This is an optimization exercise on Yosys and OpenROAD, whose aim is small area, a short achievable clock period and few clock cycles per item, not a production implementation. Only simulation tests tie the RTL to the original design; equivalence was not proved. Power is estimated from default activity; no workload was simulated.

## the reference run
==> flow/design.v (excerpt) <==
module freq_counter (
    input  wire        clk,
    input  wire        rst,           
    input  wire        cmd_valid,
    output wire        cmd_ready,
    input  wire [7:0]  cmd_opc,
    input  wire [7:0]  cmd_sym,
    input  wire        in_valid,
    output wire        in_ready,
    input  wire [31:0] in_data,       
    input  wire [2:0]  in_nbytes,     
    input  wire        in_last,       
    input  wire        in_err,        
    output reg         done,
    output reg  [3:0]  err,
    output reg  [15:0] result,
    output reg         freq_valid
);
    localparam [7:0] OPC_NOP   = 8'h00;
    localparam [7:0] OPC_CLEAR = 8'h30;
    localparam [7:0] OPC_COUNT = 8'h31;
    localparam [7:0] OPC_READ  = 8'h32;
    localparam [7:0] OPC_TOTAL = 8'h33;
    localparam [3:0] ERR_NONE     = 4'd0;
    localparam [3:0] ERR_IO       = 4'd1;
    localparam [3:0] ERR_ILLEGAL  = 4'd4;
    localparam [3:0] ERR_OVERFLOW = 4'd7;
    localparam NR = 32;    
    localparam S  = 8;     
    localparam LW = 5;     
  ...
Size in the first run: about 11000 cells after synthesis, roughly 4000 flip-flops, about 81 I/O pins, about 130000 µm² of cells after synthesis.
make LEC_CHECK=0 ABC_AREA=1 CAP_MARGIN=20 CORE_MARGIN=2 CORE_UTILIZATION=55 CTS_CLUSTER_DIAMETER=100 CTS_CLUSTER_SIZE=25 PLACE_DENSITY=0.65 SETUP_SLACK_MARGIN=5.0 SLEW_MARGIN=20 finish   # period 8.0 ns
run.sh (not shown) runs the stock make flow with config.mk's settings and CLKGATE_MAP_FILE= SYNTH_SCRIPT=/design/flow/synth_recipe.tcl, a recipe that flattens the netlist after the stock synthesis.
Testbench counts of the reference run, summed over its fixed seeds: cycles 28,776, bytes 62,843.
### the reference run -> the trial run
# the reference run
export LEC_CHECK = 0
export ABC_AREA = 1
export CAP_MARGIN = 20
export CORE_MARGIN = 2
export CORE_UTILIZATION = 55
export CTS_CLUSTER_DIAMETER = 100
export CTS_CLUSTER_SIZE = 25
export PLACE_DENSITY = 0.65
export SETUP_SLACK_MARGIN = 5.0
export SLEW_MARGIN = 20
create_clock -name core_clock -period 8.0 [get_ports {clk}]
# the trial run
export LEC_CHECK = 0
export CAP_MARGIN = 20
export CORE_MARGIN = 2
export CORE_UTILIZATION = 55
export CTS_CLUSTER_DIAMETER = 120
export CTS_CLUSTER_SIZE = 28
export PLACE_DENSITY = 0.65
export SETUP_SLACK_MARGIN = 5.0
export SLEW_MARGIN = 20
create_clock -name core_clock -period 8.0 [get_ports {clk}]
### Flow results
The reference run has a higher number of inserted diodes than the trial run.
In the flow results for the reference run and the trial run, the fraction of area in multi-input gates is larger on the trial run.
The trial run gives less fraction of power consumed by the clock network than the reference run did.
[compare] base=the reference run new=the trial run: final critical-path share of the clock period shows no meaningful change; final total power shows a reduction of 1.5%; count of non-filler cells in the finished layout shows a reduction of 1650.
Fmax delta (the trial run -> the reference run): insignificant
Re average cell area after synthesis: the trial run is about 13% up on the reference run.
Re number of signal-net buffers in the layout: the trial run is 2.1% up on the reference run.

* * *

== before ==
freq_counter again, from the RTL that the note above started with.
==> flow/config.mk <==
export PLATFORM = sky130hd
export DESIGN_NAME = freq_counter
export DESIGN_NICKNAME = freq_counter
export VERILOG_FILES = /design/flow/design.v
export SDC_FILE = /design/flow/constraint.sdc
export NUM_CORES = 8
export LEC_CHECK = 0
export CAP_MARGIN = 20
export CORE_MARGIN = 2
export CORE_UTILIZATION = 55
export CTS_CLUSTER_DIAMETER = 100
export CTS_CLUSTER_SIZE = 25
export PLACE_DENSITY = 0.65
export SETUP_SLACK_MARGIN = 4.85
export SLEW_MARGIN = 20
==> flow/constraint.sdc <==
create_clock -name core_clock -period 8.0 [get_ports {clk}]
set_input_delay 1.6000 -clock core_clock [delete_from_list [all_inputs] [get_ports {clk}]]
set_output_delay 1.6000 -clock core_clock [all_outputs]
set_load 0.01 [all_outputs]
before closes out successfully: all stages finished, all timing, DRC and antenna checks passed.
Testbench counts of before, summed over its fixed seeds: cycles 28,776, bytes 62,843.
> inputs changed (before -> after)
Settings: SETUP_SLACK_MARGIN now 5.0, was 4.85.
- In after, the ratio of cells with drive above 1 in the final layout came out 0.85 points above the value in before.
- after ended up with a higher global-route met3 utilization than before did.
- Looking at peak per-stage delay on the critical path, after sits 0.33 ns below before.
- before ended up with ring[21].low[23]$_DFF_P_ as its worst setup path endpoint; after ended up with result[9]$_SDFFE_PP0P_.
- Of the two values seen for beginning of the critical path, slot_ring[8]$_SDFFCE_PP0P_ was produced by after and lbn[0][11]$_DFF_P_ by before.
- after vs. before: combinational power now sits at about the same level, critical path buffer and inverter count now sits higher, total routed wirelength now sits higher.

[re-timing with driven ports]
In the flow no input, the clock included, has a driving cell. The finished layouts below were timed again as built, in two steps. Step 1, drivers: a clkbuf_16 drives clk and a buf_2 each remaining input, both assumed. Step 2 also shifts input and output timing later by t, the mid clock arrival at the registers, as if the neighbouring blocks saw the same clock. a / b / c = ideal ports / drivers / drivers and shift; a / b = the first two.
| run | t, ns | slack for setup (ns) | worst data-port slew with drivers (ns) |
|---|---|---|---|
| the reference run | 0.977 | 4.978 / 4.904 / 4.255 | 0.17 |
| the trial run | 0.953 | 4.985 / 4.932 / 4.167 | 0.13 |
| before | 0.960 | 4.852 / 4.819 / 4.234 | 0.15 |
| after | 0.958 | 4.990 / 4.937 / 4.280 | 0.14 |
After both steps every run listed still meets setup and hold. For the trial run, which loses most, drivers alone change the setup slack by -0.053 ns; drivers and shift together by -0.818 ns.
